What follows belongs to an exercise in optimizing a design on an open flow for a short achievable clock period and few clock cycles; a production flow would make more cautious choices.
Function was checked by simulation only, so behaviour that the tests miss may differ from the original.
Power and IR drop assume default switching activity.

==> flow/design.v (outline; a module is shown in full before it is edited, if it fits) <==
// module c1_filter: 12 lines
// module c1_nhseq: 292 lines
// module c1fc: 944 lines
module c1fc #(
    parameter SHORT_FRAME_PARITY = 0
) (
    input  wire       clk,
    input  wire       rst,           
    input  wire       cmd_valid,
    input  wire [7:0] cmd_data,
    input  wire       cmd_last,
    output wire       cmd_ready,
    output wire       rsp_valid,
    output wire [7:0] rsp_data,
    output wire       rsp_last,
    input  wire       rsp_ready
);
  // ...
==> flow/run.sh <==
#!/bin/bash
# synth_recipe.tcl (not shown) runs the flow's synth.tcl, then flattens the netlist and writes it again
# the make line also repeats each setting of config.mk as NAME=value (left out here)
make -C /OpenROAD-flow-scripts/flow DESIGN_CONFIG=/design/flow/config.mk WORK_HOME=/design/flow/orfs CLKGATE_MAP_FILE= SYNTH_SCRIPT=/design/flow/synth_recipe.tcl finish
==> flow/config.mk <==
export PLATFORM = sky130hd
export DESIGN_NAME = c1fc
export DESIGN_NICKNAME = c1fc
export VERILOG_FILES = /design/flow/design.v
export SDC_FILE = /design/flow/constraint.sdc
export NUM_CORES = 4
export LEC_CHECK = 0
export ABC_CLOCK_PERIOD_IN_PS = 3000
export CAP_MARGIN = 20
export CORE_MARGIN = 2
export CORE_UTILIZATION = 40
export PLACE_DENSITY = 0.45
export SLEW_MARGIN = 20
==> flow/constraint.sdc <==
create_clock -name core_clock -period 10.0 [get_ports {clk}]
set_input_delay 2.0000 -clock core_clock [delete_from_list [all_inputs] [get_ports {clk}]]
set_output_delay 2.0000 -clock core_clock [all_outputs]
set_load 0.01 [all_outputs]
==> summary.log, run 1 <==
qor: routing.finalWirelength 733000 um
qor: power_and_ir_drop.p_int 0.0179 W
qor: setup_path.wp_data_required 10.70 ns
qor: setup_path.critPathLaunchType register
qor: clocking.worst_setup_hold_path_clk_slew 0.06 ns
qor: die.area_of_the_die 324000 um^2
qor: setup_path.cp.arrival 6.25 ns
qor: clocking.clk_latency 0.97 ns
qor: cells_and_area.largest_register_ff_count 512
qor: cells_and_area.syn_to_final_growth 8.68%
qor: status.outcome finished clean
qor: place.placement.setup.worst_slack 4.50 ns
qor: die.rows 207
qor: cells_and_area.multi_input_comb_area 74200 um^2
qor: sta.finalCritPeriodShare 55.5%
qor: cells_and_area.seq-cell-share 34.1%
qor: setup_path.worst-r2r-setup-slack 4.45 ns
qor: yosys.ys_ff_latch 1736
qor: worst_hold_path.worst_hold_path.num_cells 0
qor: clocking.tritoncts.num_buffers 216
qor: clocking.post_cts_resized 0
qor: setup_path.cp_num_buf_inv 5
qor: power_and_ir_drop.clk-power 0.00836 W
qor: global_route.grt_start_max_net_pins 157
qor: die.chipHeight 569 um
qor: routing.route.detailed.drc 0
qor: cells_and_area.final_layout_size_suffix_gt1_share 8.65%
qor: cells_and_area.multi_input_area_share 53.3%
qor: place.hpwlAfterDp 492000 um
qor: routing.drt_pass1_iterations 7
Testbench counts, summed over its fixed seeds: cycles 20,595.
==> module c1fc, before the edit <==
module c1fc #(
    parameter SHORT_FRAME_PARITY = 0
) (
    input  wire       clk,
    input  wire       rst,           
    input  wire       cmd_valid,
    input  wire [7:0] cmd_data,
    input  wire       cmd_last,
    output wire       cmd_ready,
    output wire       rsp_valid,
    output wire [7:0] rsp_data,
    output wire       rsp_last,
    input  wire       rsp_ready
);
    localparam [47:0] TAPS     = 48'h0E882B0AD621;
    localparam [15:0] CRC_INIT = 16'h6363;
    localparam        K1       = 2;         
    localparam [2:0] ST_OK       = 3'd0,
                     ST_ILLEGAL  = 3'd1,
                     ST_RESERVED = 3'd2,
                     ST_LENGTH   = 3'd3,
                     ST_NOTKEYED = 3'd4,
                     ST_PARITY   = 3'd5,
                     ST_CRC      = 3'd6;
    localparam [1:0] PK_KS1 = 2'd0, PK_KS2 = 2'd1, PK_ENC = 2'd2, PK_DEC = 2'd3;
    function ff(input [47:0] s);
        reg a0, b1, b2, a3, b4;
        begin
            a0 = ((s[9]  | s[11]) ^ (s[9]  & s[15])) ^ (s[13] & ((s[9]  ^ s[11]) | s[15]));
            b1 = ((s[17] & s[19]) | s[21]) ^ ((s[17] ^ s[19]) & (s[21] | s[23]));
            b2 = ((s[25] & s[27]) | s[29]) ^ ((s[25] ^ s[27]) & (s[29] | s[31]));
            a3 = ((s[33] | s[35]) ^ (s[33] & s[39])) ^ (s[37] & ((s[33] ^ s[35]) | s[39]));
            b4 = ((s[41] & s[43]) | s[45]) ^ ((s[41] ^ s[43]) & (s[45] | s[47]));
            ff = (a0 | ((b1 | b4) & (a3 ^ b4))) ^ ((a0 ^ (b1 & a3)) & ((b2 ^ a3) | (b1 & b4)));
        end
    endfunction
    function [15:0] crc8(input [15:0] c, input [7:0] b);
        integer i;
        reg [15:0] x;
        begin
            x = c;
            for (i = 0; i < 8; i = i + 1)
                x = (x[0] ^ b[i]) ? ((x >> 1) ^ 16'h8408) : (x >> 1);
            crc8 = x;
        end
    endfunction
    integer i, j, e, q;
    function [63:0] rotl(input [63:0] x, input integer k);
        rotl = (x << k) | (x >> (64 - k));
    endfunction
    function [1:0] nsm1(input [3:0] n);
        nsm1 = (n <= 4'd2) ? 2'd0 : (n <= 4'd4) ? 2'd1 : (n <= 4'd6) ? 2'd2 : 2'd3;
    endfunction
    reg  [47:0] lfsr;
    reg         keyed;
    reg  [31:0] clkcnt;
    reg  [15:0] crcacc;
    reg  [5:0]  errsticky;
    reg  [2:0]  lastst;
    reg  [47:0] snap;           
    reg  [31:0] snapcnt;
    reg  [3:0]  cinc;           
    reg  [511:0] rbuf;
    reg  [63:0]  rfirst;        
    reg  [63:0]  wb_oh;         
    reg  [6:0]   p_pos;         
    reg  [6:0]   wbase;         
    reg  [6:0]   cmt;           
    reg  [6:0]   o_rd;
    reg          o_v, o_l;
    reg  [7:0]   o_d;
    reg        sp_25, sp_31, sp_56;
    assign rsp_valid = o_v;
    assign rsp_data  = o_d;
    assign rsp_last  = o_l;
    localparam QD = 8;
    reg  [9*QD-1:0] qe;
    reg  [QD-1:0]   qv;         
    reg             crdy;
    assign cmd_ready = crdy;
    wire            push = cmd_valid & crdy;
    wire            pop, pop2;
    reg  [9*QD-1:0] qen;
    reg  [QD-1:0]   qvn;
    always @* begin
        qen = qe; qvn = qv;
        if (pop2) begin
            qen = qe >> 18; qvn = qv >> 2;
        end else if (pop) begin
            qen = qe >> 9; qvn = qv >> 1;
        end
        if (push) begin
            for (i = 0; i < QD; i = i + 1)
                if (!qvn[i] && (i == 0 || qvn[(i + QD - 1) % QD]))
                    qen[9*i +: 9] = {cmd_last, cmd_data};
            qvn = {qvn[QD-2:0], 1'b1};
        end
    end
    always @(posedge clk) begin
        qe <= qen;
        if (rst) begin
            qv <= {QD{1'b0}}; crdy <= 1'b1;
        end else begin
            qv <= qvn; crdy <= ~qvn[QD-1];
        end
    end
    wire       hv = qv[0];
    wire [7:0] hd = qe[7:0];
    wire       hl = qe[8];
    wire       hv1 = qv[1];
    wire [7:0] hd1 = qe[16:9];
    wire       hl1 = qe[17];
    reg  [7:0]  a_op;
    reg  [15:0] a_cnt;          
    reg  [5:0]  a_idx;          
    reg         a_busy;         
    reg  [7:0]  a_b1, a_b2, a_b3, a_b4;
    reg  [47:0] a_kreg;         
    reg  [15:0] a_crc;
    reg         a_stp;          
    reg         a_tl, a_t1;     
    reg  [7:0]  a_tb, a_tbh;    
    reg  [1:0]  a_sub;          
    reg  [8:0]  a_ksacc;
    reg         a_pf;           
    reg  [5:0]  a_nf;           
    reg  [2:0]  a_rem;          
    reg         a_nfnz;         
    reg  [3:0]  a_r;            
    reg  [3:0]  d_vb, d_jp, d_nd;
    reg  [1:0]  d_nsm1;         
    reg         d_hp;
    reg         c_legal, c_rsv, c_rng, c_nk;
    reg  [16:0] c_exp;          
    reg  [6:0]  c_len;          
    reg  [3:0]  c_wn;           
    reg  [11:0] c_nb;           
    reg         bq_v;
    reg  [7:0]  bq_op;
    reg  [7:0]  bq_b1, bq_b4;
    reg  [47:0] bq_key;
    reg  [15:0] bq_crc;
    reg         bq_legal, bq_lenok, bq_rsv, bq_rng, bq_nk, bq_isdec, bq_isnh, bq_pre;
    reg         bq_brst, bq_disc, bq_load, bq_cfdec;
    reg  [6:0]  bq_len;
    reg  [3:0]  bq_wn;
    reg  [11:0] bq_nb;
    reg         p_v;
    reg         p_vd;           
    reg  [1:0]  p_kind;
    reg         p_first, p_last;
    reg  [8:0]  p_ks;
    reg  [7:0]  p_dat;
    reg  [3:0]  p_n, p_r, p_jp;
    reg         p_hp, p_cpar;
    reg  [5:0]  p_off;
    reg  [7:0]  p_acc;
    reg  [2:0]  p_accn;
    reg  [7:0]  p_pb;
    reg  [15:0] p_crc;
    reg         p_crcnz;
    reg         p_bad;
    wire        b_fire;
    wire       first  = !a_busy || a_t1;
    wire [7:0] o      = a_op;
    reg        m, o_c1, o_bit, o_nib, o_word, o_encb, o_decb, o_enc, o_dec, o_cf, o_crcl;
    reg        o_slow, o_d33;
    reg  [1:0] o_nsm1;
    reg  [3:0] o_cn;
    wire       h_c1   = (hd[7:4] == 4'h2) && (hd[3:2] != 2'b00);
    wire       h_bit  = (hd[7:1] == 7'h12);
    wire       h_nib  = (hd[7:1] == 7'h13);
    wire       h_word = (hd[7:1] == 7'h15);
    wire       h_encb = (hd[7:1] == 7'h16);
    wire       h_decb = (hd[7:1] == 7'h17);
    wire       in_tail = a_tl;
    reg        i_1, i_2, i_3, i_1to4, i_3to34, i_ge4, i_3to32;
    reg        w_c1, w_enc, w_dec, r_slow, r_ts, r_cstep;
    reg  [1:0] r_nsm1;
    reg  [3:0] r_cn;
    reg  [8:0] r_cnoh;          
    reg  [7:0]  dcmp;
    always @* begin
        for (i = 0; i < 8; i = i + 1)
            dcmp[i] = (i < d_jp) ? hd[i] : ((i < 7) ? hd[(i + 1) & 7] : 1'b0);
    end
    wire        cpar = hd[d_jp[2:0]];
    wire        b1_cflag = a_b1[0];
    wire        tail_starts = r_ts && hl;
    wire [7:0]  tbyte = in_tail ? a_tb : hd;
    reg  [7:0] cin;
    reg  [3:0] cn;
    reg        ce, cstep;
    always @* begin
        cin = 8'd0; ce = 1'b0;
        cn    = r_cn;
        cstep = r_cstep;
        if (in_tail || w_enc) begin
            cin = m ? tbyte : 8'd0;
        end else if (w_c1) begin
            cin   = (o_encb | o_decb) ? (m ? hd : 8'd0) : hd;
            ce    = o_encb ? 1'b0 : m;
        end else if (w_dec) begin
            cin = m ? dcmp : 8'd0; ce = m;
        end
    end
    wire produce = in_tail || w_c1 || w_enc || w_dec;
    wire slow    = r_slow;
    reg [48*9-1:0] st0;
    reg [8:0]      ks0;
    always @* begin
        st0[47:0] = lfsr;
        for (j = 0; j < 8; j = j + 1) begin
            ks0[j] = ff(st0[48*j +: 48]);
            st0[48*(j+1) +: 48] = {(^(st0[48*j +: 48] & TAPS)) ^ cin[j], st0[48*j+1 +: 47]};
        end
        ks0[8] = ff(st0[48*8 +: 48]);
    end
    reg  [5:0] sl_in;           
    reg  [3:0] a_suboh;         
    reg  [1:0] r_nlast;         
    wire [1:0] cin1 = a_suboh[0] ? cin[1:0] : sl_in[1:0];
    reg [48*3-1:0] st1;
    reg [2:0]      ks1;
    reg            sn0, sn1;
    always @* begin
        ks1[0] = ff(lfsr);
        sn0    = (^(lfsr & TAPS)) ^ cin1[0] ^ ks1[0];
        ks1[1] = sn0 ? ff({1'b1, lfsr[47:1]}) : ff({1'b0, lfsr[47:1]});
        sn1    = (^({1'b0, lfsr[47:1]} & TAPS)) ^ cin1[1] ^ ks1[1];
        ks1[2] = sn1 ? ff({2'b10, lfsr[47:2]}) : ff({2'b00, lfsr[47:2]});
        st1    = {sn1, sn0, lfsr[47:2], sn0, lfsr[47:1], lfsr};
    end
    wire       last_sub = !slow || (a_sub == r_nsm1);
    wire [1:0] n1      = last_sub ? r_nlast : 2'd2;
    reg [8:0] ksv;
    always @* begin
        ksv = a_ksacc;
        for (i = 0; i < 4; i = i + 1)
            if (a_suboh[i]) begin
                ksv[2*i]     = ks1[0];
                ksv[2*i + 1] = ks1[1];
                ksv[2*i + 2] = ks1[2];
            end
        if (!slow) ksv = ks0;
        if (!cstep) ksv = 9'd0;
    end
    reg  [47:0] st0_sel;
    always @* begin
        st0_sel = 48'd0;
        for (j = 0; j <= 8; j = j + 1)
            st0_sel = st0_sel | (st0[48*j +: 48] & {48{r_cnoh[j]}});
    end
    wire [47:0] lfsr_a = slow ? st1[48*n1 +: 48] : st0_sel;
    wire [3:0]  ncnt   = slow ? {2'd0, n1} : cn;
    reg  [6:0] need;
    always @* begin
        need = 7'd8;
        if (o_enc) need = 7'd39;
        if (o_dec) need = 7'd33;
    end
    wire hazard   = produce && bq_v;
    wire nospace  = produce && (o_enc ? !sp_25 : o_dec ? !sp_31 : !sp_56);
    wire finishing = in_tail ? a_t1 : (hl && !tail_starts && last_sub);
    wire hand_ok  = !bq_v || b_fire;
    wire act      = (in_tail || hv) && !hazard && !nospace && !(finishing && !hand_ok);
    wire sp_ok    = o_enc ? sp_25 : o_dec ? sp_31 : sp_56;
    wire a_step   = cstep && produce && (in_tail || hv) && !bq_v && sp_ok;    
    assign pop    = hv && act && last_sub && (!in_tail || (a_t1 && !hl));
    wire       h_enc  = (hd == 8'h12) || (hd[7:1] == 7'h18);
    wire       h_dec  = (hd == 8'h13) || (hd[7:1] == 7'h19);
    wire       h_crcl = (hd == 8'h16) || (hd == 8'h17);
    wire       mg_ok  = !a_busy && !a_tl && hv1 && !hl && !h_c1 && (!hl1 || hand_ok);
    assign     pop2   = pop && mg_ok;
    wire       finishing2 = pop2 && hl1;
    wire       m_rsv  = ((hd == 8'h11) & hd1[7]) |
                        ((hd == 8'h14) & (hd1[7:4] != 4'd0)) |
                        ((h_enc | h_dec) & (hd1[7:1] != 7'd0)) |
                        ((hd == 8'h15) & (hd1 != 8'd0));
    wire [16:0] m_exp = h_crcl ? 17'd2 + {9'd0, hd1} : t_exp;
    wire       m_rng  = h_crcl & ((hd1 > 8'd32) | ((hd == 8'h17) & (hd1 < 8'd2)));
    wire       m_lenok = h_crcl ? (hd1 == 8'd0) : (t_exp == 17'd2);
    wire       m_rngh = h_crcl & (hd == 8'h17);
    reg        t_legal, t_nk;
    reg [16:0] t_exp;
    reg [6:0]  t_len;
    reg [3:0]  t_wn;
    always @* begin
        t_legal = 1'b1; t_nk = 1'b0; t_exp = 17'd0; t_len = 7'd1; t_wn = 4'd1;
        case (hd)
        8'h00, 8'h02, 8'h03, 8'h18, 8'h20: t_exp = 17'd1;
        8'h01: begin t_exp = 17'd1; t_len = 7'd8; t_wn = 4'd8; end
        8'h1A: begin t_exp = 17'd1; t_len = 7'd3; t_wn = 4'd3; end
        8'h22: begin t_exp = 17'd1; t_len = 7'd2; t_wn = 4'd2; t_nk = 1'b1; end
        8'h23: begin t_exp = 17'd1; t_len = 7'd7; t_wn = 4'd7; end
        8'h10: begin t_exp = 17'd2; t_len = 7'd2; t_wn = 4'd2; end
        8'h11, 8'h14: begin t_exp = 17'd2; t_len = 7'd4; t_wn = 4'd4; end
        8'h19: t_exp = 17'd2;
        8'h24, 8'h25, 8'h26, 8'h27, 8'h28, 8'h29:
               begin t_exp = 17'd2; t_len = 7'd2; t_nk = 1'b1; end
        8'h2C, 8'h2D, 8'h2E, 8'h2F:
               begin t_exp = 17'd2; t_len = 7'd3; t_nk = 1'b1; end
        8'h2A, 8'h2B: begin t_exp = 17'd5; t_len = 7'd5; t_nk = 1'b1; end
        8'h40: begin t_exp = 17'd6; t_len = 7'd5; t_wn = 4'd0; end
        8'h21: t_exp = 17'd7;
        8'h16: begin t_len = 7'd3; t_wn = 4'd3; end
        8'h17: begin t_len = 7'd2; t_wn = 4'd2; end
        8'h15: begin t_len = 7'd2; t_wn = 4'd2; end
        8'h12, 8'h13: ;
        8'h30, 8'h31, 8'h32, 8'h33: t_nk = 1'b1;
        default: t_legal = 1'b0;
        endcase
    end
    wire [8:0]  f_tot   = {1'b0, hd} + {7'd0, b1_cflag, 1'b0};    
    wire [11:0] f_nb    = f_tot * 9;
    wire [8:0]  f_nby   = (f_nb + 12'd7) >> 3;
    wire [15:0] s_nb    = {hd, a_b2};                               
    wire [16:0] s_len   = 17'd4 + ((s_nb + 17'd7) >> 3);
    reg         s_mul9;
    reg  [5:0]  s_n;
    always @* begin
        s_mul9 = 1'b0;
        s_n    = 6'd0;
        for (q = 1; q <= 32; q = q + 1) begin
            if (s_nb == 9 * q) begin
                s_mul9 = 1'b1;
                s_n    = q;
            end
        end
    end
    wire [8:0]  s_nbe   = (s_nb > 16'd288) ? 9'd288 : s_nb[8:0];
    reg        c_legal_n, c_rsv_n, c_rng_n, c_nk_n;
    reg [16:0] c_exp_n;
    reg [6:0]  c_len_n;
    reg [3:0]  c_wn_n;
    reg [11:0] c_nb_n;
    always @* begin
        c_legal_n = c_legal; c_rsv_n = c_rsv; c_rng_n = c_rng; c_nk_n = c_nk;
        c_exp_n = c_exp; c_len_n = c_len; c_wn_n = c_wn; c_nb_n = c_nb;
        if (first) begin
            c_legal_n = t_legal; c_nk_n = t_nk; c_exp_n = t_exp; c_len_n = t_len; c_wn_n = t_wn;
            c_rsv_n = 1'b0; c_rng_n = 1'b0;
        end else if (i_1) begin
            c_rsv_n = ((o == 8'h11) & hd[7]) |
                      (((o == 8'h14) | o_nib) & (hd[7:4] != 4'd0)) |
                      (o_bit & (hd[7:1] != 7'd0)) |
                      ((o_enc | o_dec) & (hd[7:1] != 7'd0)) |
                      ((o == 8'h15) & (hd != 8'd0));
            if (o_crcl) begin
                c_exp_n = 17'd2 + {9'd0, hd};
                c_rng_n = (hd > 8'd32) | ((o == 8'h17) & (hd < 8'd2));
            end
        end else if (i_2) begin
            if (o_enc) begin
                c_exp_n = 17'd3 + {9'd0, hd};
                c_rng_n = (hd == 8'd0) | (f_tot > 9'd32);
                c_len_n = 7'd3 + {1'b0, f_nby[5:0]};
                c_wn_n  = 4'd3;
                c_nb_n  = f_nb;
            end
        end else if (i_3) begin
            if (o_dec || o == 8'h15) begin
                c_exp_n = s_len;
            end
            if (o_dec) begin
                c_rng_n = ~s_mul9 | (b1_cflag & (s_n < 6'd3));
                c_len_n = 7'd1 + {1'b0, (b1_cflag ? s_n - 6'd2 : s_n)};
            end
            if (o == 8'h15)
                c_rng_n = (s_nb != 16'd4);
        end
    end
    wire [7:0]  op_n  = first ? hd : a_op;
    wire [15:0] cnt_n = first ? 16'd1 : (a_cnt == 16'hFFFF) ? a_cnt : a_cnt + 16'd1;
    wire [7:0]  b1_n  = i_1 ? hd : a_b1;
    wire [7:0]  b4_n  = (a_idx == 6'd4) ? hd : a_b4;
    wire [47:0] key_n = first ? a_kreg : {hd, a_kreg[47:8]};
    wire [15:0] crc_n = (!first && (w_enc || (o_crcl && !i_1))) ? crc8(a_crc, hd) : a_crc;
    reg  [16:0] c_expm1;        
    wire        sets_exp = (i_1 && o_crcl) || (i_2 && o_enc) || (i_3 && (o_dec || o == 8'h15));
    wire        rng_h   = first ? 1'b0 : sets_exp ? (o_crcl ? (o == 8'h17) : 1'b1) : c_rng;
    wire        lenok_n = in_tail  ? ({1'b0, a_cnt} == c_exp) :
                          first    ? (t_exp == 17'd1) :
                          sets_exp ? ((hd == 8'd0) && (!i_3 || a_b2 == 8'd0)) :
                                     ({1'b0, a_cnt} == c_expm1);
    wire        ge0   = (hd != 8'd0) || (a_b2[7:3] != 5'd0);        
    wire [3:0]  vb0   = ge0 ? 4'd8 : {1'b0, a_b2[2:0]};
    wire [5:0]  nf0   = ge0 ? s_nbe[8:3] - 6'd1 : 6'd0;
    wire [3:0]  vb1   = a_nfnz ? 4'd8 : {1'b0, a_rem};
    wire [3:0]  r1    = (a_r == 4'd0) ? 4'd8 : a_r - 4'd1;
    wire [3:0]  jp1   = (d_jp == 4'd8) ? 4'd0 : d_jp + 4'd1;
    wire        hp1   = (d_jp != 4'd7) && (a_nfnz || (jp1 < {1'b0, a_rem}));
    wire [3:0]  nd1   = vb1 - {3'd0, hp1};
    wire       nx_c1   = first ? h_c1 : o_c1;
    wire       nx_word = first ? h_word : o_word;
    wire       nx_enc  = first ? ((hd == 8'h12) || (hd[7:1] == 7'h18)) : o_enc;
    wire       nx_dec  = first ? ((hd == 8'h13) || (hd[7:1] == 7'h19)) : o_dec;
    wire       nx_cf   = first ? (hd[7:4] == 4'h3) : o_cf;
    wire       nx_slow = first ? (h_c1 && !h_encb && hd[0]) : o_slow;
    wire       nx_d33  = first ? (hd == 8'h33) : o_d33;
    wire [1:0] nx_onsm1 = first ? (h_bit ? 2'd0 : h_nib ? 2'd1 : 2'd3) : o_nsm1;
    wire [3:0] nx_ocn  = first ? (h_bit ? 4'd1 : h_nib ? 4'd4 : 4'd8) : o_cn;
    wire       nx_i1to4  = first || (i_1to4 && !(a_idx == 6'd4));
    wire       nx_i3to34 = !first && (i_2 || (i_3to34 && !(a_idx == 6'd34)));
    wire       nx_i3to32 = !first && (i_2 || (i_3to32 && !(a_idx == 6'd32)));
    wire       nx_ige4   = !first && (i_3 || i_ge4);
    wire [3:0] nx_vb   = i_3 ? vb0 : w_dec ? vb1 : d_vb;
    wire [3:0] nx_nd   = i_3 ? vb0 : w_dec ? nd1 : d_nd;
    wire       nx_wc1  = nx_c1 && (nx_word ? nx_i1to4 : first);
    wire       nx_wenc = nx_enc && nx_i3to34;
    wire       nx_wdec = nx_dec && nx_ige4 && (nx_vb != 4'd0);
    wire [3:0] nx_cn   = nx_wenc ? 4'd8 : nx_wc1 ? nx_ocn : nx_wdec ? nx_nd : 4'd0;
    always @(posedge clk) begin
        if (pop) begin
            w_c1    <= nx_wc1;
            w_enc   <= nx_wenc;
            w_dec   <= nx_wdec;
            r_slow  <= (nx_slow && nx_wc1) || (nx_d33 && nx_wdec);
            r_nsm1  <= nx_wdec ? nsm1(nx_nd) : nx_onsm1;
            r_nlast <= (nx_cn == 4'd0) ? 2'd0 : nx_cn[0] ? 2'd1 : 2'd2;
            r_ts    <= nx_enc && b1_n[0] && nx_i3to32;
            r_cn    <= nx_cn;
            r_cnoh  <= 9'd1 << nx_cn;
            r_cstep <= nx_wenc ? nx_cf : nx_wc1 ? 1'b1 : nx_wdec ? nx_cf : 1'b0;
        end
        if (act && (tail_starts || (finishing && !(in_tail && pop)))) begin
            w_c1 <= 1'b0; w_enc <= 1'b0; w_dec <= 1'b0; r_slow <= 1'b0; r_ts <= 1'b0;
            r_cn    <= tail_starts ? 4'd8 : 4'd0;
            r_cnoh  <= tail_starts ? 9'h100 : 9'h001;
            r_cstep <= tail_starts && o_cf;
        end
        if (rst) begin
            w_c1 <= 1'b0; w_enc <= 1'b0; w_dec <= 1'b0; r_slow <= 1'b0; r_ts <= 1'b0;
            r_cn <= 4'd0; r_cnoh <= 9'h001; r_cstep <= 1'b0;
        end
    end
    always @(posedge clk) begin
        if (b_fire) bq_v <= 1'b0;
        p_v <= 1'b0;
        p_vd <= 1'b0;
        if (act) begin
            if (slow && !last_sub) begin
                a_sub   <= a_sub + 2'd1;
                a_suboh <= {a_suboh[2:0], 1'b0};
                a_ksacc <= ksv;
                sl_in   <= a_suboh[0] ? cin[7:2] : {2'd0, sl_in[5:2]};
            end else begin
                a_sub   <= 2'd0;
                a_suboh <= 4'd1;
            end
            if (a_step) a_stp <= 1'b1;
            if (pop) begin
                c_legal <= c_legal_n; c_rsv <= c_rsv_n; c_rng <= c_rng_n; c_nk <= c_nk_n;
                c_exp <= c_exp_n; c_expm1 <= c_exp_n - 17'd1; c_len <= c_len_n; c_wn <= c_wn_n; c_nb <= c_nb_n;
                a_cnt <= cnt_n;
                i_1 <= first; i_2 <= !first && i_1; i_3 <= !first && i_2;
                i_1to4  <= first || (i_1to4 && !(a_idx == 6'd4));
                i_3to34 <= !first && (i_2 || (i_3to34 && !(a_idx == 6'd34)));
                i_3to32 <= !first && (i_2 || (i_3to32 && !(a_idx == 6'd32)));
                i_ge4   <= !first && (i_3 || i_ge4);
                if (first) begin
                    a_busy <= 1'b1;
                    a_op   <= hd;
                    m      <= hd[0];
                    o_c1   <= h_c1;
                    o_bit  <= h_bit;
                    o_nib  <= h_nib;
                    o_word <= h_word;
                    o_encb <= h_encb;
                    o_decb <= h_decb;
                    o_enc  <= (hd == 8'h12) || (hd[7:1] == 7'h18);
                    o_dec  <= (hd == 8'h13) || (hd[7:1] == 7'h19);
                    o_cf   <= (hd[7:4] == 4'h3);
                    o_crcl <= (hd == 8'h16) || (hd == 8'h17);
                    o_slow <= h_c1 && !h_encb && hd[0];
                    o_d33  <= (hd == 8'h33);
                    o_nsm1 <= h_bit ? 2'd0 : h_nib ? 2'd1 : 2'd3;
                    o_cn   <= h_bit ? 4'd1 : h_nib ? 4'd4 : 4'd8;
                    a_idx  <= 6'd1;
                    a_crc  <= CRC_INIT;
                    a_pf   <= 1'b1;
                end else begin
                    if (a_idx != 6'd63) a_idx <= a_idx + 6'd1;
                    a_b1   <= b1_n;
                    if (i_2) a_b2 <= hd;
                    if (i_3) a_b3 <= hd;
                    a_b4   <= b4_n;
                    a_kreg <= key_n;
                    a_crc  <= crc_n;
                    if (i_3) begin
                        a_nf   <= nf0;
                        a_rem  <= ge0 ? s_nbe[2:0] : 3'd0;
                        a_nfnz <= (s_nbe >= 9'd16);
                        a_r    <= 4'd0;
                        d_vb   <= vb0;
                        d_jp   <= 4'd8;
                        d_hp   <= 1'b0;
                        d_nd   <= vb0;
                        d_nsm1 <= nsm1(vb0);
                    end
                    if (w_dec) begin
                        a_nf   <= a_nfnz ? a_nf - 6'd1 : 6'd0;
                        a_rem  <= a_nfnz ? a_rem : 3'd0;
                        a_nfnz <= a_nfnz && (a_nf != 6'd1);
                        a_r    <= r1;
                        d_vb   <= vb1;
                        d_jp   <= jp1;
                        d_hp   <= hp1;
                        d_nd   <= nd1;
                        d_nsm1 <= nsm1(nd1);
                    end
                end
                if (tail_starts) begin
                    a_tl  <= 1'b1;
                    a_tb  <= crc_n[7:0];
                    a_tbh <= crc_n[15:8];
                end
            end
            if (in_tail && !a_t1) begin
                a_t1 <= 1'b1;
                a_tb <= a_tbh;
            end
            if (produce && last_sub) begin
                p_v     <= 1'b1;
                p_vd    <= w_dec;
                a_pf    <= pop && first;
                p_first <= a_pf;
                p_kind  <= o_c1 ? ((o_encb | o_decb) ? PK_KS2 : PK_KS1) : o_enc ? PK_ENC : PK_DEC;
                p_last  <= in_tail ? a_t1 : (hl && !tail_starts);
                p_ks    <= ksv;
                p_dat   <= w_dec ? dcmp : tbyte;
                p_n     <= cn;
                p_r     <= a_r;
                p_jp    <= d_jp;
                p_hp    <= d_hp;
                p_cpar  <= cpar;
            end
            if (pop2) begin
                a_cnt   <= 16'd2;
                a_idx   <= 6'd2;
                i_1 <= 1'b0; i_2 <= 1'b1; i_3 <= 1'b0; i_1to4 <= 1'b1;
                i_3to34 <= 1'b0; i_3to32 <= 1'b0; i_ge4 <= 1'b0;
                a_b1    <= hd1;
                a_kreg  <= {hd1, a_kreg[47:8]};
                c_rsv   <= m_rsv;
                c_exp   <= m_exp;
                c_expm1 <= m_exp - 17'd1;
                c_rng   <= m_rng;
            end
            if (finishing2) begin
                a_busy   <= 1'b0;
                bq_v     <= 1'b1;
                bq_op    <= hd;
                bq_brst  <= 1'b0;
                bq_disc  <= 1'b0;
                bq_load  <= (hd == 8'h21);
                bq_cfdec <= (hd[7:1] == 7'h19);
                bq_isdec <= h_dec;
                bq_isnh  <= (hd == 8'h40);
                bq_b1    <= hd1;
                bq_b4    <= a_b4;
                bq_key   <= {hd1, a_kreg[47:8]};
                bq_crc   <= CRC_INIT;
                bq_legal <= t_legal;
                bq_pre   <= t_legal & m_lenok & ~m_rsv & ~m_rngh;
                bq_lenok <= m_lenok;
                bq_rsv   <= m_rsv;
                bq_rng   <= m_rngh;
                bq_nk    <= t_nk;
                bq_len   <= t_len;
                bq_wn    <= t_wn;
                bq_nb    <= c_nb;
            end
            if (finishing) begin
                a_busy   <= in_tail && pop;
                a_tl     <= 1'b0;
                a_t1     <= 1'b0;
                a_stp    <= 1'b0;
                bq_v     <= 1'b1;
                bq_op    <= in_tail ? a_op : op_n;
                bq_brst  <= first && !in_tail && (hd == 8'h03);
                bq_disc  <= first && !in_tail && (hd == 8'h20);
                bq_load  <= !first && (a_op == 8'h21);
                bq_cfdec <= !first && (a_op[7:1] == 7'h19);
                bq_isdec <= (first && !in_tail) ? 1'b0 : o_dec;
                bq_isnh  <= (first && !in_tail) ? 1'b0 : (a_op == 8'h40);
                bq_b1    <= b1_n;
                bq_b4    <= b4_n;
                bq_key   <= key_n;
                bq_crc   <= crc_n;
                bq_legal <= in_tail ? c_legal : c_legal_n;
                bq_pre   <= (in_tail ? (c_legal & ~c_rsv & ~c_rng) : (c_legal_n & ~c_rsv_n & ~rng_h)) & lenok_n;
                bq_lenok <= lenok_n;
                bq_rsv   <= in_tail ? c_rsv : c_rsv_n;
                bq_rng   <= in_tail ? c_rng : rng_h;
                bq_nk    <= in_tail ? c_nk : c_nk_n;
                bq_len   <= (first && !in_tail) ? t_len : c_len;
                bq_wn    <= (first && !in_tail) ? t_wn : c_wn;
                bq_nb    <= c_nb;
            end
        end
        if (rst) begin
            a_busy <= 1'b0;
            a_tl   <= 1'b0;
            a_t1   <= 1'b0;
            a_sub  <= 2'd0;
            a_suboh <= 4'd1;
            a_stp  <= 1'b0;
            bq_v   <= 1'b0;
            p_v    <= 1'b0;
            p_vd   <= 1'b0;
        end
    end
    reg  [5:0]  pc_off;
    reg  [7:0]  pc_acc, pc_pb;
    reg  [2:0]  pc_accn;
    reg  [15:0] pc_crc;
    reg         pc_bad;
    reg         pw0, pw1;
    reg  [7:0]  pd0, pd1;
    reg  [6:0]  pc_pos;
    reg  [5:0]  pn_off;
    reg  [7:0]  pn_acc, pn_pb;
    reg  [2:0]  pn_accn;
    reg  [15:0] pn_crc;
    reg         pn_bad;
    reg  [8:0]  u9;
    reg  [15:0] comb;
    reg  [7:0]  plain, pshift, fbyte;
    reg         pexp;
    always @* begin
        pc_off  = p_first ? 6'd0     : p_off;
        pc_acc  = p_first ? 8'd0     : p_acc;
        pc_accn = p_first ? 3'd0     : p_accn;
        pc_pb   = p_first ? 8'd0     : p_pb;
        pc_crc  = p_first ? CRC_INIT : p_crc;
        pc_bad  = p_first ? 1'b0     : p_bad;
        pn_off = pc_off; pn_acc = pc_acc; pn_accn = pc_accn; pn_pb = pc_pb;
        pn_crc = pc_crc; pn_bad = pc_bad;
        pw0 = 1'b0; pw1 = 1'b0; pd0 = 8'd0; pd1 = 8'd0;
        pc_pos = p_first ? (wbase + ((p_kind == PK_ENC) ? 7'd3 : 7'd1)) : p_pos;
        u9 = 9'd0; comb = 16'd0; plain = 8'd0; pshift = 8'd0; fbyte = 8'd0; pexp = 1'b0;
        if (p_v) begin
            case (p_kind)
            PK_KS1: begin
                pw0 = 1'b1;
                pd0 = p_ks[7:0] & ((p_n == 4'd1) ? 8'h01 : (p_n == 4'd4) ? 8'h0F : 8'hFF);
                pn_off = pc_off + 6'd1;
            end
            PK_KS2: begin
                pw0 = 1'b1; pw1 = 1'b1;
                pd0 = p_dat ^ p_ks[7:0];
                pd1 = p_ks[7:0];
            end
            PK_ENC: begin
                u9   = {(~^p_dat) ^ p_ks[8], p_dat ^ p_ks[7:0]};
                comb = {8'd0, pc_acc} | ({7'd0, u9} << pc_accn);
                pw0  = 1'b1;
                pd0  = comb[7:0];
                if (pc_accn == 3'd7 || p_last) begin
                    pw1    = 1'b1;
                    pd1    = comb[15:8];
                    pn_off = pc_off + 6'd2;
                    pn_acc = 8'd0;
                end else begin
                    pn_off = pc_off + 6'd1;
                    pn_acc = comb[15:8];
                end
                pn_accn = pc_accn + 3'd1;
            end
            PK_DEC: begin
                plain  = p_dat ^ p_ks[7:0];
                pshift = plain << p_r;
                for (i = 0; i < 8; i = i + 1)
                    fbyte[i] = (i < p_r) ? pc_pb[i] : pshift[i];
                if (p_hp) begin
                    pexp   = p_cpar ^ p_ks[p_jp];
                    pw0    = 1'b1;
                    pd0    = fbyte;
                    pn_off = pc_off + 6'd1;
                    pn_crc = crc8(pc_crc, fbyte);
                    pn_bad = pc_bad | (pexp != ~^fbyte);
                    pn_pb  = plain >> p_jp;
                end else begin
                    pn_pb  = fbyte;
                end
            end
            endcase
        end
    end
    always @(posedge clk) begin
        if (p_v) begin
            p_pos  <= pc_pos + {5'd0, pw1, pw0 & !pw1};
            p_acc  <= pn_acc;
            p_accn <= pn_accn;
            p_pb   <= pn_pb;
            p_crc  <= pn_crc;
            p_crcnz <= (pn_crc != 16'h0000);
            p_bad  <= pn_bad;
        end
    end
    wire [7:0]  op  = bq_op;
    wire [7:0]  b1  = bq_b1;
    wire [7:0]  b4  = bq_b4;
    wire        cflag = b1[0];
    wire is_status = (op == 8'h01);
    wire is_clrerr = (op == 8'h02);
    wire is_breset = bq_brst;
    wire is_par    = (op == 8'h10);
    wire is_short  = (op == 8'h11);
    wire is_enc4   = (op == 8'h14);
    wire is_dec4   = (op == 8'h15);
    wire is_crc    = (op == 8'h16);
    wire is_crcchk = (op == 8'h17);
    wire is_crcini = (op == 8'h18);
    wire is_crcupd = (op == 8'h19);
    wire is_crcrd  = (op == 8'h1A);
    wire is_disc   = bq_disc;
    wire is_load   = bq_load;
    wire is_peek   = (op == 8'h22);
    wire is_rdst   = (op == 8'h23);
    wire is_cfdec  = bq_cfdec;
    wire is_nh     = bq_isnh;
    wire is_dec    = bq_isdec;
    wire [2:0] chk_status = ~bq_legal  ? ST_ILLEGAL  :
                            ~bq_lenok  ? ST_LENGTH   :
                            bq_rsv     ? ST_RESERVED :
                            bq_rng     ? ST_LENGTH   :
                            (bq_nk & ~keyed) ? ST_NOTKEYED :
                                         ST_OK;
    wire chk_ok  = bq_pre & ~(bq_nk & ~keyed);
    wire dec_bad = is_dec & p_bad;
    wire dec_crc = is_dec & cflag & p_crcnz;
    wire [2:0] fin_status = !chk_ok ? chk_status : dec_bad ? ST_PARITY : dec_crc ? ST_CRC : ST_OK;
    wire fin_ok = chk_ok & ~dec_bad & ~dec_crc;
    wire pk = ff(lfsr);
    reg  [55:0] bpay;
    always @* begin
        bpay = 56'd0;
        if (is_status) bpay = {clkcnt, 5'd0, lastst, 2'd0, errsticky, 7'd0, keyed};
        if (is_par)    bpay[7:0]  = {7'd0, ~^b1};
        if (is_short)  bpay[23:0] = {1'b0, b1[6:0], 8'd0, 8'd7};
        if (is_enc4)   bpay[23:0] = {4'd0, b1[3:0], 8'd0, 8'd4};
        if (is_dec4)   bpay[7:0]  = {4'd0, b4[3:0]};
        if (is_crc)    bpay[15:0] = bq_crc;
        if (is_crcchk) bpay[7:0]  = {7'd0, (bq_crc == 16'h0000)};
        if (is_crcrd)  bpay[15:0] = crcacc;
        if (is_peek)   bpay[7:0]  = {7'd0, pk};
        if (is_rdst)   bpay[47:0] = lfsr;
        if (op == 8'h12 || op[7:1] == 7'h18) bpay[15:0] = {4'd0, bq_nb};
    end
    wire [63:0] bvec = {bpay, 5'd0, fin_status};
    wire [3:0]  bwn  = fin_ok ? bq_wn : 4'd1;
    wire [6:0]  blen = fin_ok ? bq_len : 7'd1;
    assign b_fire = bq_v && !(is_dec && p_vd) && sp_56 && !b2_blk;
    wire [6:0] u_hold = wbase - o_rd;
    wire [6:0] u_ok   = wbase + bq_len - o_rd;
    wire [6:0] u_fail = wbase + 7'd1 - o_rd;
    wire [6:0] u_nx   = !b_fire ? u_hold : fin_ok ? u_ok : u_fail;
    always @(posedge clk) begin
        if (rst) begin
            sp_25 <= 1'b1; sp_31 <= 1'b1; sp_56 <= 1'b1;
        end else begin
            sp_25 <= (u_nx <= 7'd25);
            sp_31 <= (u_nx <= 7'd31);
            sp_56 <= (u_nx <= 7'd56);
        end
    end
    wire [286:0] nhs;
    c1_nhseq u_nhseq (.y(bq_key[47:16]), .s(nhs));
    reg  [46:0] nh_win;
    reg  [3:0]  nh_fine;
    wire [31:0] nh_out = nh_win[nh_fine +: 32];
    reg         b2_v, b2_nh, b2_first;
    reg         b2_blk;         
    reg  [7:0]  b2_lane;
    reg  [63:0] b2_oh;
    reg  [63:0] b2_vec;
    reg  [6:0]  b2_cmt;
    wire        b2_two  = (b2_lane[7:4] != 4'd0);
    wire [3:0]  bw_lane = (b2_v && !b2_nh) ? b2_lane[3:0] : 4'd0;
    wire [63:0] bw_oh   = b2_oh;
    wire [63:0] bw_vec  = b2_vec;
    reg  [7:0]  b_lanes;
    always @* begin
        for (j = 0; j < 8; j = j + 1)
            b_lanes[j] = (j < bwn);
        if (fin_ok && is_nh) b_lanes = 8'h1F;
    end
    wire [6:0]  wb_ok  = wbase + bq_len;
    reg  [63:0] wb_okoh;
    always @* begin
        wb_okoh = 64'd0;
        wb_okoh[wb_ok[5:0]] = 1'b1;
    end
    always @(posedge clk) begin
        b2_v <= b_fire || (b2_v && (b2_nh || b2_two));
        b2_blk <= b_fire ? ((fin_ok && is_nh) || b_lanes[4]) : (b2_v && b2_nh);
        if (b2_v && b2_nh) begin
            b2_nh  <= 1'b0;
            b2_vec <= {24'd0, nh_out, 8'd0};
        end else if (b2_v && b2_two) begin
            b2_oh    <= rotl(b2_oh, 4);
            b2_vec   <= b2_vec >> 32;
            b2_lane  <= b2_lane >> 4;
            b2_first <= 1'b0;
        end
        if (b2_v && !b2_nh && !b2_two)
            cmt <= b2_cmt;
        if (b_fire) begin
            b2_first <= 1'b1;
            b2_nh   <= fin_ok && is_nh;
            b2_lane <= b_lanes;
            b2_oh   <= wb_oh;
            b2_vec  <= bvec;
            b2_cmt  <= wbase + blen;
            nh_win  <= nhs[{bq_key[15:12], 4'd0} +: 47];
            nh_fine <= bq_key[11:8];
        end
        cinc   <= a_step ? ncnt : 4'd0;
        clkcnt <= clkcnt + {28'd0, cinc};
        if (a_step)
            lfsr   <= lfsr_a;
        if (b_fire) begin
            wbase <= wbase + blen;
            wb_oh <= fin_ok ? wb_okoh : rotl(wb_oh, 1);
            if (!chk_ok) begin
                lfsr   <= snap;
                clkcnt <= snapcnt;
            end else begin
                if (is_breset) begin
                    lfsr <= 48'd0; keyed <= 1'b0; clkcnt <= 32'd0; crcacc <= CRC_INIT;
                end
                if (is_crcini) crcacc <= CRC_INIT;
                if (is_crcupd) crcacc <= crc8(crcacc, b1);
                if (is_disc) begin
                    lfsr <= 48'd0; keyed <= 1'b0; clkcnt <= 32'd0;
                end
                if (is_load) begin
                    lfsr <= bq_key; keyed <= 1'b1; clkcnt <= 32'd0;
                end
                if (is_cfdec && (dec_bad || dec_crc)) begin
                    lfsr <= 48'd0; keyed <= 1'b0; clkcnt <= 32'd0;
                end
            end
            if (fin_ok && (is_clrerr || is_breset))
                errsticky <= 6'd0;
            else if (!fin_ok)
                errsticky <= errsticky | (6'd1 << (fin_status - 3'd1));
            if (!is_status)
                lastst <= fin_status;
        end
        if (rst) begin
            lfsr      <= 48'd0;
            keyed     <= 1'b0;
            clkcnt    <= 32'd0;
            crcacc    <= CRC_INIT;
            errsticky <= 6'd0;
            lastst    <= ST_OK;
            wbase     <= 7'd0;
            wb_oh     <= 64'd1;
            cmt       <= 7'd0;
            b2_v      <= 1'b0;
            b2_blk    <= 1'b0;
            cinc      <= 4'd0;
        end
    end
    reg [47:0] lfsr_b;
    reg [31:0] cnt_b;
    always @* begin
        lfsr_b = lfsr; cnt_b = clkcnt + {28'd0, cinc};
        if (b_fire) begin
            if (!chk_ok) begin
                lfsr_b = snap; cnt_b = snapcnt;
            end else if (is_breset || is_disc || (is_cfdec && (dec_bad || dec_crc))) begin
                lfsr_b = 48'd0; cnt_b = 32'd0;
            end else if (is_load) begin
                lfsr_b = bq_key; cnt_b = 32'd0;
            end
        end
    end
    always @(posedge clk) begin
        if (!a_stp && (!bq_v || b_fire)) begin
            snap    <= a_step ? lfsr   : lfsr_b;
            snapcnt <= cnt_b;
        end
    end
    reg        w_e0, w_e1;
    reg  [7:0] w_d0, w_d1;
    reg  [5:0] w_pos;
    always @(posedge clk) begin
        w_e0  <= pw0 && !rst;
        w_e1  <= pw1 && !rst;
        w_d0  <= pd0;
        w_d1  <= pd1;
        w_pos <= pc_pos[5:0];
    end
    wire o_can  = (o_rd != cmt);
    wire o_take = (!o_v || rsp_ready);
    wire [6:0] o_nx = o_rd + 7'd1;
    reg  [63:0] o_oh;           
    reg  [7:0]  o_rdat;
    reg         o_rfn;
    always @* begin
        o_rdat = 8'd0;
        o_rfn  = 1'b0;
        for (e = 0; e < 64; e = e + 1) begin
            o_rdat = o_rdat | (rbuf[8*e +: 8] & {8{o_oh[e]}});
            o_rfn  = o_rfn | (rfirst[(e + 1) & 63] & o_oh[e]);
        end
    end
    always @(posedge clk) begin
        for (e = 0; e < 64; e = e + 1) begin
            for (j = 0; j < 4; j = j + 1)
                if (bw_lane[j] && bw_oh[(e - j) & 63]) begin
                    rbuf[8*e +: 8] <= bw_vec[8*j +: 8];
                    rfirst[e]      <= (j == 0) && b2_first;
                end
            if (w_e0 && w_pos == e) begin
                rbuf[8*e +: 8] <= w_d0;
                rfirst[e]      <= 1'b0;
            end
            if (w_e1 && ((w_pos + 6'd1) & 6'h3F) == e) begin
                rbuf[8*e +: 8] <= w_d1;
                rfirst[e]      <= 1'b0;
            end
        end
        if (o_take && o_can) begin
            o_d <= o_rdat;
            o_l <= (o_nx == cmt) || o_rfn;
        end
        if (rst) begin
            o_v   <= 1'b0;
            o_rd  <= 7'd0;
            o_oh  <= 64'd1;
        end else if (o_take) begin
            o_v <= o_can;
            if (o_can) begin
                o_rd <= o_nx;
                o_oh <= rotl(o_oh, 1);
            end
        end
    end
endmodule
==> run 2: changes to the inputs <==
--- a/flow/design.v
+++ b/flow/design.v
@@ -471,6 +471,7 @@
     reg        o_slow, o_d33;
     reg  [1:0] o_nsm1;
     reg  [3:0] o_cn;
+    reg  [1:0] o_spc;           
     wire       h_c1   = (hd[7:4] == 4'h2) && (hd[3:2] != 2'b00);
     wire       h_bit  = (hd[7:1] == 7'h12);
     wire       h_nib  = (hd[7:1] == 7'h13);
@@ -568,7 +569,7 @@
     wire finishing = in_tail ? a_t1 : (hl && !tail_starts && last_sub);
     wire hand_ok  = !bq_v || b_fire;
     wire act      = (in_tail || hv) && !hazard && !nospace && !(finishing && !hand_ok);
-    wire sp_ok    = o_enc ? sp_25 : o_dec ? sp_31 : sp_56;
+    wire sp_ok    = !o_spc[0] ? sp_56 : o_spc[1] ? sp_25 : sp_31;
     wire a_step   = cstep && produce && (in_tail || hv) && !bq_v && sp_ok;    
     assign pop    = hv && act && last_sub && (!in_tail || (a_t1 && !hl));
     wire       h_enc  = (hd == 8'h12) || (hd[7:1] == 7'h18);
@@ -615,34 +616,41 @@
         default: t_legal = 1'b0;
         endcase
     end
-    wire [8:0]  f_tot   = {1'b0, hd} + {7'd0, b1_cflag, 1'b0};    
-    wire [11:0] f_nb    = f_tot * 9;
-    wire [8:0]  f_nby   = (f_nb + 12'd7) >> 3;
-    wire [15:0] s_nb    = {hd, a_b2};                               
-    wire [16:0] s_len   = 17'd4 + ((s_nb + 17'd7) >> 3);
-    reg         s_mul9;
-    reg  [5:0]  s_n;
+    reg  [5:0]  c_nt;
+    wire [11:0] f_nb    = {6'd0, c_nt} * 9;
+    wire [5:0]  f_c8    = (c_nt + 6'd7) >> 3;
+    wire [6:0]  f_len   = 7'd3 + {1'b0, c_nt} + {1'b0, f_c8};
+    reg         c_m90, c_m91, c_nlt3;
+    reg  [5:0]  c_n0, c_n1;
+    reg  [4:0]  c_b2hi;
+    reg         c_b2r;
+    reg         h_m90, h_m91;
+    reg  [5:0]  h_n0, h_n1;
     always @* begin
-        s_mul9 = 1'b0;
-        s_n    = 6'd0;
-        for (q = 1; q <= 32; q = q + 1) begin
-            if (s_nb == 9 * q) begin
-                s_mul9 = 1'b1;
-                s_n    = q;
-            end
-        end
+        h_m90 = 1'b0; h_m91 = 1'b0; h_n0 = 6'd0; h_n1 = 6'd0;
+        for (q = 1; q <= 28; q = q + 1)
+            if (hd == 9 * q) begin h_m90 = 1'b1; h_n0 = q; end
+        for (q = 29; q <= 32; q = q + 1)
+            if (hd == 9 * q - 256) begin h_m91 = 1'b1; h_n1 = q; end
     end
+    wire [15:0] s_nb    = {hd, a_b2};                               
+    wire [13:0] s_ceil  = {1'b0, hd, c_b2hi} + {13'd0, c_b2r};       
+    wire [16:0] s_len   = 17'd4 + {3'd0, s_ceil};
+    wire        s_mul9  = ((hd == 8'd0) & c_m90) | ((hd == 8'd1) & c_m91);
+    wire [5:0]  s_n     = (hd == 8'd0) ? c_n0 : c_n1;
+    wire        s_nlt3  = (hd == 8'd0) & c_nlt3;
     wire [8:0]  s_nbe   = (s_nb > 16'd288) ? 9'd288 : s_nb[8:0];
     reg        c_legal_n, c_rsv_n, c_rng_n, c_nk_n;
-    reg [16:0] c_exp_n;
+    reg [16:0] c_exp_n, c_expm1_n;
     reg [6:0]  c_len_n;
     reg [3:0]  c_wn_n;
     reg [11:0] c_nb_n;
     always @* begin
         c_legal_n = c_legal; c_rsv_n = c_rsv; c_rng_n = c_rng; c_nk_n = c_nk;
-        c_exp_n = c_exp; c_len_n = c_len; c_wn_n = c_wn; c_nb_n = c_nb;
+        c_exp_n = c_exp; c_expm1_n = c_expm1; c_len_n = c_len; c_wn_n = c_wn; c_nb_n = c_nb;
         if (first) begin
-            c_legal_n = t_legal; c_nk_n = t_nk; c_exp_n = t_exp; c_len_n = t_len; c_wn_n = t_wn;
+            c_legal_n = t_legal; c_nk_n = t_nk; c_exp_n = t_exp; c_expm1_n = t_exp - 17'd1;
+            c_len_n = t_len; c_wn_n = t_wn;
             c_rsv_n = 1'b0; c_rng_n = 1'b0;
         end else if (i_1) begin
             c_rsv_n = ((o == 8'h11) & hd[7]) |
@@ -652,22 +660,27 @@
                       ((o == 8'h15) & (hd != 8'd0));
             if (o_crcl) begin
                 c_exp_n = 17'd2 + {9'd0, hd};
+                c_expm1_n = 17'd1 + {9'd0, hd};
                 c_rng_n = (hd > 8'd32) | ((o == 8'h17) & (hd < 8'd2));
             end
         end else if (i_2) begin
             if (o_enc) begin
                 c_exp_n = 17'd3 + {9'd0, hd};
-                c_rng_n = (hd == 8'd0) | (f_tot > 9'd32);
-                c_len_n = 7'd3 + {1'b0, f_nby[5:0]};
+                c_expm1_n = 17'd2 + {9'd0, hd};
+                c_rng_n = (hd == 8'd0) | (hd > (b1_cflag ? 8'd30 : 8'd32));
                 c_wn_n  = 4'd3;
-                c_nb_n  = f_nb;
             end
         end else if (i_3) begin
+            if (o_enc) begin
+                c_len_n = f_len;
+                c_nb_n  = f_nb;
+            end
             if (o_dec || o == 8'h15) begin
                 c_exp_n = s_len;
+                c_expm1_n = 17'd3 + {3'd0, s_ceil};
             end
             if (o_dec) begin
-                c_rng_n = ~s_mul9 | (b1_cflag & (s_n < 6'd3));
+                c_rng_n = ~s_mul9 | (b1_cflag & s_nlt3);
                 c_len_n = 7'd1 + {1'b0, (b1_cflag ? s_n - 6'd2 : s_n)};
             end
             if (o == 8'h15)
@@ -755,7 +768,7 @@
             if (a_step) a_stp <= 1'b1;
             if (pop) begin
                 c_legal <= c_legal_n; c_rsv <= c_rsv_n; c_rng <= c_rng_n; c_nk <= c_nk_n;
-                c_exp <= c_exp_n; c_expm1 <= c_exp_n - 17'd1; c_len <= c_len_n; c_wn <= c_wn_n; c_nb <= c_nb_n;
+                c_exp <= c_exp_n; c_expm1 <= c_expm1_n; c_len <= c_len_n; c_wn <= c_wn_n; c_nb <= c_nb_n;
                 a_cnt <= cnt_n;
                 i_1 <= first; i_2 <= !first && i_1; i_3 <= !first && i_2;
                 i_1to4  <= first || (i_1to4 && !(a_idx == 6'd4));
@@ -776,6 +789,7 @@
                     o_dec  <= (hd == 8'h13) || (hd[7:1] == 7'h19);
                     o_cf   <= (hd[7:4] == 4'h3);
                     o_crcl <= (hd == 8'h16) || (hd == 8'h17);
+                    o_spc  <= {h_enc && !h_dec, h_enc || h_dec};
                     o_slow <= h_c1 && !h_encb && hd[0];
                     o_d33  <= (hd == 8'h33);
                     o_nsm1 <= h_bit ? 2'd0 : h_nib ? 2'd1 : 2'd3;
@@ -786,7 +800,17 @@
                 end else begin
                     if (a_idx != 6'd63) a_idx <= a_idx + 6'd1;
                     a_b1   <= b1_n;
-                    if (i_2) a_b2 <= hd;
+                    if (i_2) begin
+                        a_b2   <= hd;
+                        c_nt   <= hd[5:0] + {4'd0, b1_cflag, 1'b0};
+                        c_m90  <= h_m90;
+                        c_m91  <= h_m91;
+                        c_n0   <= h_n0;
+                        c_n1   <= h_n1;
+                        c_nlt3 <= (hd == 8'd9) || (hd == 8'd18);
+                        c_b2hi <= hd[7:3];
+                        c_b2r  <= (hd[2:0] != 3'd0);
+                    end
                     if (i_3) a_b3 <= hd;
                     a_b4   <= b4_n;
                     a_kreg <= key_n;
@@ -848,12 +872,36 @@
                 a_kreg  <= {hd1, a_kreg[47:8]};
                 c_rsv   <= m_rsv;
                 c_exp   <= m_exp;
-                c_expm1 <= m_exp - 17'd1;
+                c_expm1 <= h_crcl ? 17'd1 + {9'd0, hd1} : t_exp - 17'd1;
                 c_rng   <= m_rng;
             end
             if (finishing2) begin
                 a_busy   <= 1'b0;
                 bq_v     <= 1'b1;
+            end
+            if (finishing) begin
+                a_busy   <= in_tail && pop;
+                a_tl     <= 1'b0;
+                a_t1     <= 1'b0;
+                a_stp    <= 1'b0;
+                bq_v     <= 1'b1;
+            end
+        end
+        if (rst) begin
+            a_busy <= 1'b0;
+            a_tl   <= 1'b0;
+            a_t1   <= 1'b0;
+            a_sub  <= 2'd0;
+            a_suboh <= 4'd1;
+            a_stp  <= 1'b0;
+            bq_v   <= 1'b0;
+            p_v    <= 1'b0;
+            p_vd   <= 1'b0;
+        end
+    end
+    always @(posedge clk) begin
+        if (hand_ok) begin
+            if (mg_ok) begin
                 bq_op    <= hd;
                 bq_brst  <= 1'b0;
                 bq_disc  <= 1'b0;
@@ -874,13 +922,7 @@
                 bq_len   <= t_len;
                 bq_wn    <= t_wn;
                 bq_nb    <= c_nb;
-            end
-            if (finishing) begin
-                a_busy   <= in_tail && pop;
-                a_tl     <= 1'b0;
-                a_t1     <= 1'b0;
-                a_stp    <= 1'b0;
-                bq_v     <= 1'b1;
+            end else begin
                 bq_op    <= in_tail ? a_op : op_n;
                 bq_brst  <= first && !in_tail && (hd == 8'h03);
                 bq_disc  <= first && !in_tail && (hd == 8'h20);
@@ -898,22 +940,11 @@
                 bq_rsv   <= in_tail ? c_rsv : c_rsv_n;
                 bq_rng   <= in_tail ? c_rng : rng_h;
                 bq_nk    <= in_tail ? c_nk : c_nk_n;
-                bq_len   <= (first && !in_tail) ? t_len : c_len;
+                bq_len   <= (first && !in_tail) ? t_len : in_tail ? c_len : c_len_n;
                 bq_wn    <= (first && !in_tail) ? t_wn : c_wn;
-                bq_nb    <= c_nb;
+                bq_nb    <= in_tail ? c_nb : c_nb_n;
             end
         end
-        if (rst) begin
-            a_busy <= 1'b0;
-            a_tl   <= 1'b0;
-            a_t1   <= 1'b0;
-            a_sub  <= 2'd0;
-            a_suboh <= 4'd1;
-            a_stp  <= 1'b0;
-            bq_v   <= 1'b0;
-            p_v    <= 1'b0;
-            p_vd   <= 1'b0;
-        end
     end
     reg  [5:0]  pc_off;
     reg  [7:0]  pc_acc, pc_pb;
--- a/flow/config.mk
+++ b/flow/config.mk
@@ -9,5 +9,5 @@
 export CAP_MARGIN = 20
 export CORE_MARGIN = 2
 export CORE_UTILIZATION = 40
-export PLACE_DENSITY = 0.45
+export SETUP_SLACK_MARGIN = 5
 export SLEW_MARGIN = 20
==> summary.log, run 2 <==
qor: yosys.ys_ff_latch 1754 [was 1736]
qor: setup_path.cp_num_cells 14 [was 16]
qor: run.drv.max_cap_violation_count 0 [unchanged]
qor: global_route.initial_antenna_violation_count 83 [was 82]
qor: cells_and_area.fillers 31900 [was 31200]
qor: setup_path.timing.setup.critical_path_class reg -> reg [unchanged]
qor: yosys.synth_top_area_share 29.8% [was 29.4%]
qor: die.floorplan.core_area 318000 um^2 [about the same]
qor: clocking.buffer_levels_on_the_longest_clock_path 4 [unchanged]
qor: cells_and_area.layout_commonest_cell nand2_1 [unchanged]
qor: routing.ant_nets 0 [unchanged]
qor: setup_path.cp_num_buf_inv 5 [unchanged]
qor: place.place_congestion 1.14 [was 1.12]
qor: yosys.synth_area_per_cell 8.27 um^2 [was 8.25 um^2]
qor: global_route.first_pass_grt_wire_length 909000 um [was 995000 um]
qor: place.detailed_place.area 131000 um^2 [about the same]
qor: clocking.clk_latency 0.99 ns [was 0.97 ns]
qor: yosys.top_area_cells_in_the_synthesized_netlist edfxtp_1 30%, dfxtp_1 7.6%, nand2_1 6.8% [was edfxtp_1 29%, dfxtp_1 7.6%, nand2_1 7.1%]
qor: yosys.synthMostInstantiatedCell nand2_1 [unchanged]
qor: setup_path.worst_path_largest_cell_delay 0.51 ns [was 0.59 ns]
qor: clocking.worst_setup_hold_path_clk_slew 0.06 ns [about the same]
qor: worst_hold_path.hold_path.startpoint d_hp [was c_nb[8]]
qor: die.start_util 40.2% [about the same]
qor: routing.route.detailed.drc 0 [unchanged]
qor: routing.finalWirelength 663000 um [was 733000 um]
qor: power_and_ir_drop.maximum_vdd_drop 0.000189 V [was 0.000167 V]
qor: sta.relSlewSlack 9.53% [was 1.38%]
qor: sta.finalCritPeriodShare 48.1% [was 55.5%]
qor: sta.fmax 208 MHz [was 180 MHz]
qor: yosys.synth_async_sr_flop_share 0% [unchanged]
qor: yosys.mapped_area 128000 um^2 [about the same]
qor: clocking.tritoncts.num_buffers 209 [was 216]
qor: sta.worst_clock_skew 0.0747 ns [was 0.0842 ns]
qor: cells_and_area.registers.top_by_ff_count rbuf [unchanged]
qor: clocking.total_number_of_h_tree_levels 4 [unchanged]
qor: setup_path.worst-r2r-setup-slack 5.19 ns [was 4.45 ns]
qor: yosys.synthesis.instances 15500 [about the same]
qor: global_route.grt_pass1_vias 112000 [was 115000]
qor: clocking.cts_tree built [unchanged]
qor: die.rows 207 [unchanged]
qor: cells_and_area.post-route-cell-area 138000 um^2 [was 139000 um^2]
qor: power_and_ir_drop.leakage 51.8 nW [was 52.4 nW]
qor: setup_path.cp.arrival 5.69 ns [was 6.25 ns]
qor: yosys.post_synth_num_cell_types 95 [was 108]
qor: setup_path.worst_setup_path_end_kind register [unchanged]
qor: yosys.synth_flop_cell edfxtp_1 [unchanged]
qor: cells_and_area.syn_to_final_growth 7.94% [was 8.68%]
qor: sta.max_slew.worst_pin.slew 1.35 ns [was 1.48 ns]
qor: cells_and_area.largest_register_ff_count 512 [unchanged]
qor: global_route.grt_start_max_net_pins 236 [was 157]
qor: yosys.seq_area_frac_synth 37.3% [was 37.0%]
qor: sta.setup_viol 0 [unchanged]
qor: place.portBuffers 23 [unchanged]
qor: sta.report.final.slew_viol_count 0 [unchanged]
qor: clocking.clock_root_cell clkbuf_16 [unchanged]
qor: clocking.clock_sinks 1754 [was 1736]
qor: die.die-width 570 um [was 569 um]
qor: cells_and_area.fin_nets 14700 [was 14800]
qor: status.outcome finished clean [unchanged]
qor: global_route.global_route.overflow_total 0 [unchanged]
qor: routing.drt_pass1_iterations 10 [was 7]
qor: yosys.yosys-top-cells-count 2317 x nand2_1, 1731 x nor2_1, 1541 x a21oi_1 [was 2421 x nand2_1, 1609 x nor2_1, 1498 x a21oi_1]
qor: setup_path.path_delay_family simple AND/OR/NAND/NOR gates [unchanged]
qor: die.area_of_the_die 325000 um^2 [was 324000 um^2]
qor: cells_and_area.reg.largest.list rbuf (512), qe (72) [unchanged]
qor: clocking.cts.repair_timing.setup_buffer_count 0 [unchanged]
qor: setup_path.critPathLaunchType register [unchanged]
qor: setup_path.cpMaxStageDelayCell nor2b_1 [was nand2_2]
qor: setup_path.cp_cell_sequence inv_1 -> buf_4 -> a21oi_1 -> nor2b_1 -> nand3_4 -> inv_2 -> buf_6 -> mux2i_1 -> inv_1 -> o31ai_1 -> nor2b_1 -> and2_1 -> a21oi_1 -> o311ai_0 [was buf_4 -> nor2_1 -> nand2_1 -> o21a_2 -> o211ai_4 -> buf_12 -> inv_2 -> nand2_1 -> buf_4 -> nand2_2 -> inv_2 -> a221o_1 -> nor4_1 -> nand2_1 -> o31ai_1 -> o31ai_1]
qor: routing.num_vias 128000 [was 129000]
qor: die.chipHeight 570 um [was 569 um]
qor: sta.final_hold_viol_count 0 [unchanged]
qor: setup_path.max_fanout_on_critical_path 72 [was 119]
qor: worst_hold_path.worstHoldPathType reg -> reg [unchanged]
qor: routing.drtIter0Drc 22400 [was 20300]
qor: sta.finalHoldWorstSlack 0.437 ns [was 0.420 ns]
qor: cells_and_area.post_layout_nonfiller_instances 19000 [about the same]
qor: yosys.synthesis.yosys.warnings 1 [unchanged]
qor: cells_and_area.most_used_cells_in_the_layout_excluding_fill_and_tap_cells 2309 x nand2_1, 1719 x nor2_1, 1538 x a21oi_1 [was 2413 x nand2_1, 1589 x nor2_1, 1495 x a21oi_1]
qor: yosys.synth_edf_count 1270 [was 1252]
qor: global_route.groute.usage.overall 39.3% [was 43.9%]
qor: sta.time_the_worst_path_needs_with_i_o_delays_and_setup 4.81 ns [was 5.55 ns]
qor: routing.routed_via_density 6.73 [was 6.75]
qor: cells_and_area.util_after_layout 43.4% [was 43.7%]
qor: place.place_inst 18500 [about the same]
qor: setup_path.critical_path.reg2reg.startpoint r_slow [was a_tl]
qor: place.hpwlAfterDp 436000 um [was 492000 um]
qor: setup_path.path_depth_of_the_worst_reg2reg_path 14 [was 16]
qor: routing.drt-wirelength-per-cell 35.0 um [was 38.5 um]
qor: power_and_ir_drop.power_per_cell_area 218 nW/um^2 [was 221 nW/um^2]
qor: yosys.yosys.area.top_type edfxtp_1 [unchanged]
qor: sta.rsz_0062_raised_after_global_routing true [was false]
qor: die.boundaryPins 24 [unchanged]
qor: yosys.post_synthesis_net_count 15700 [about the same]
qor: setup_path.startpoint r_slow [was a_tl]
qor: setup_path.wp_data_required 10.88 ns [was 10.70 ns]
qor: sta.setup-tns-final 0 ns [unchanged]
qor: cells_and_area.final_layout_size_suffix_gt1_share 8.08% [was 8.65%]
-- run 2: cell count changes after synthesis, moves of 28 or more --
cell / delta
a22o_1: +34
a22oi_1: -68
a31o_2: +28
nor2_1: +122
xnor2_1: +40
xor2_1: -39
clkbuf_1: +53
nand2_1: -104
o21ai_0: -70
a21oi_1: +43
o31ai_1: -28
buf_2: -45
-- run 2: metal layers --
layer	GRT usage (%)	part of all wire, %	vias up
li1	-	-	54100
met1	48.0	36	60400
met2	56.1	41	10200
met3	13.9	14	2864
met4	30.4	9.6	44
met5	0.0595	0.045	-
-- run 2: logic make-up after synthesis --
group / count (synthesis) / synth area share [%]
simple gates: 5190 / 17.2
mux: 953 / 8.71
fa+ha+maj: 159 / 1.63
flops: 1754 / 37.3
compound gates: 4555 / 22.2
buf+inv: 1788 / 5.27
other cells: 1 / 0.00293
xor+xnor: 1078 / 7.59
-- run 2: worst reg2reg max path: stages, from the launching register on --
cell	delay (ns)
dfxtp_4	0.50
inv_1	0.16
buf_4	0.42
a21oi_1	0.32
nor2b_1	0.51
nand3_4	0.42
inv_2	0.18
buf_6	0.45
mux2i_1	0.42
inv_1	0.08
o31ai_1	0.36
nor2b_1	0.28
and2_1	0.22
a21oi_1	0.09
o311ai_0	0.31
-- run 2: layout make-up --
class	instances	area [um^2]	share of cell area [%]
repair buffers	439	3430	2.48
clock buffers	288	5880	4.25
inverters	194	744	0.539
diodes	65	163	0.118
clock inverters	102	995	0.720
multi-input cells	11900	73800	53.4
flip-flops and latches	1754	47900	34.7
well taps	4180	5230	3.78
-- run 2: how the worst min path moves through the flow --
stage | endpoint | cells past startpoint | slack, ns
after floorplan | p_first | 0 | 0.40
after global placement | p_hp | 0 | 0.41
after detailed placement | p_first | 0 | 0.42
after CTS | p_hp | 0 | 0.44
after global routing | p_hp | 0 | 0.45
final | p_hp | 0 | 0.44
-- run 2: what timing repair did --
item                       in CTS  in global routing
hold buffers                    0                  0
gates resized for setup         2                 14
pin swaps                       0                  1
cloned                          0                  1
hold endpoints to repair        0                  0
setup endpoints to repair      22                 87
-- run 2: through the flow --
| stage | setup WS, ns | total power (W) |
|---|---|---|
| after global routing | 4.83 | 0.0310 |
| final | 5.19 | 0.0301 |
| after global placement | 4.62 | 0.0215 |
| after detailed placement | 4.66 | 0.0216 |
| after floorplan | 5.57 | 0.0175 |
| after CTS | 5.10 | 0.0294 |
-- run 2: report_power, final --
group / total [W] / leakage [nW] / switching [W] / internal, W
Sequential: 0.0100 / 16.0 / 0.00119 / 0.00882
Clock: 0.00792 / 3.34 / 0.00344 / 0.00448
Combinational: 0.0121 / 32.4 / 0.00762 / 0.00452
Testbench counts of run 2, summed over its fixed seeds: cycles 20,595.

==> static timing again, ports no longer ideal <==
The results above use ideal ports. As a check the final layouts listed here were re-extracted and re-timed, cells and wires unchanged.
Step 1 sets driving cells, clkbuf_16 on the clock port and buf_2 on the other inputs (assumed; they add their load-dependent delay and slew).
Step 2 times the ports against the registers' clock, not the clock port: input delays grow and output delays shrink by t, the midpoint of the rising clock arrivals with the driver on.
Slacks: ideal / step 1 / step 2; pairs: ideal / step 1.
| run | t (ns) | setup WS [ns] | worst setup path after step 2 | clock arrival spread, ns |
|---|---|---|---|---|
| run 1 | 1.028 | 4.451 / 4.451 / 4.451 | register to register | 0.085 / 0.085 |
| run 2 | 1.044 | 5.193 / 5.193 / 4.848 | input to register | 0.079 / 0.079 |
After both steps every run listed still meets setup and hold. The setup slack of run 2, which loses most, moves by 0.000 ns with the drivers and by -0.345 ns with both steps.
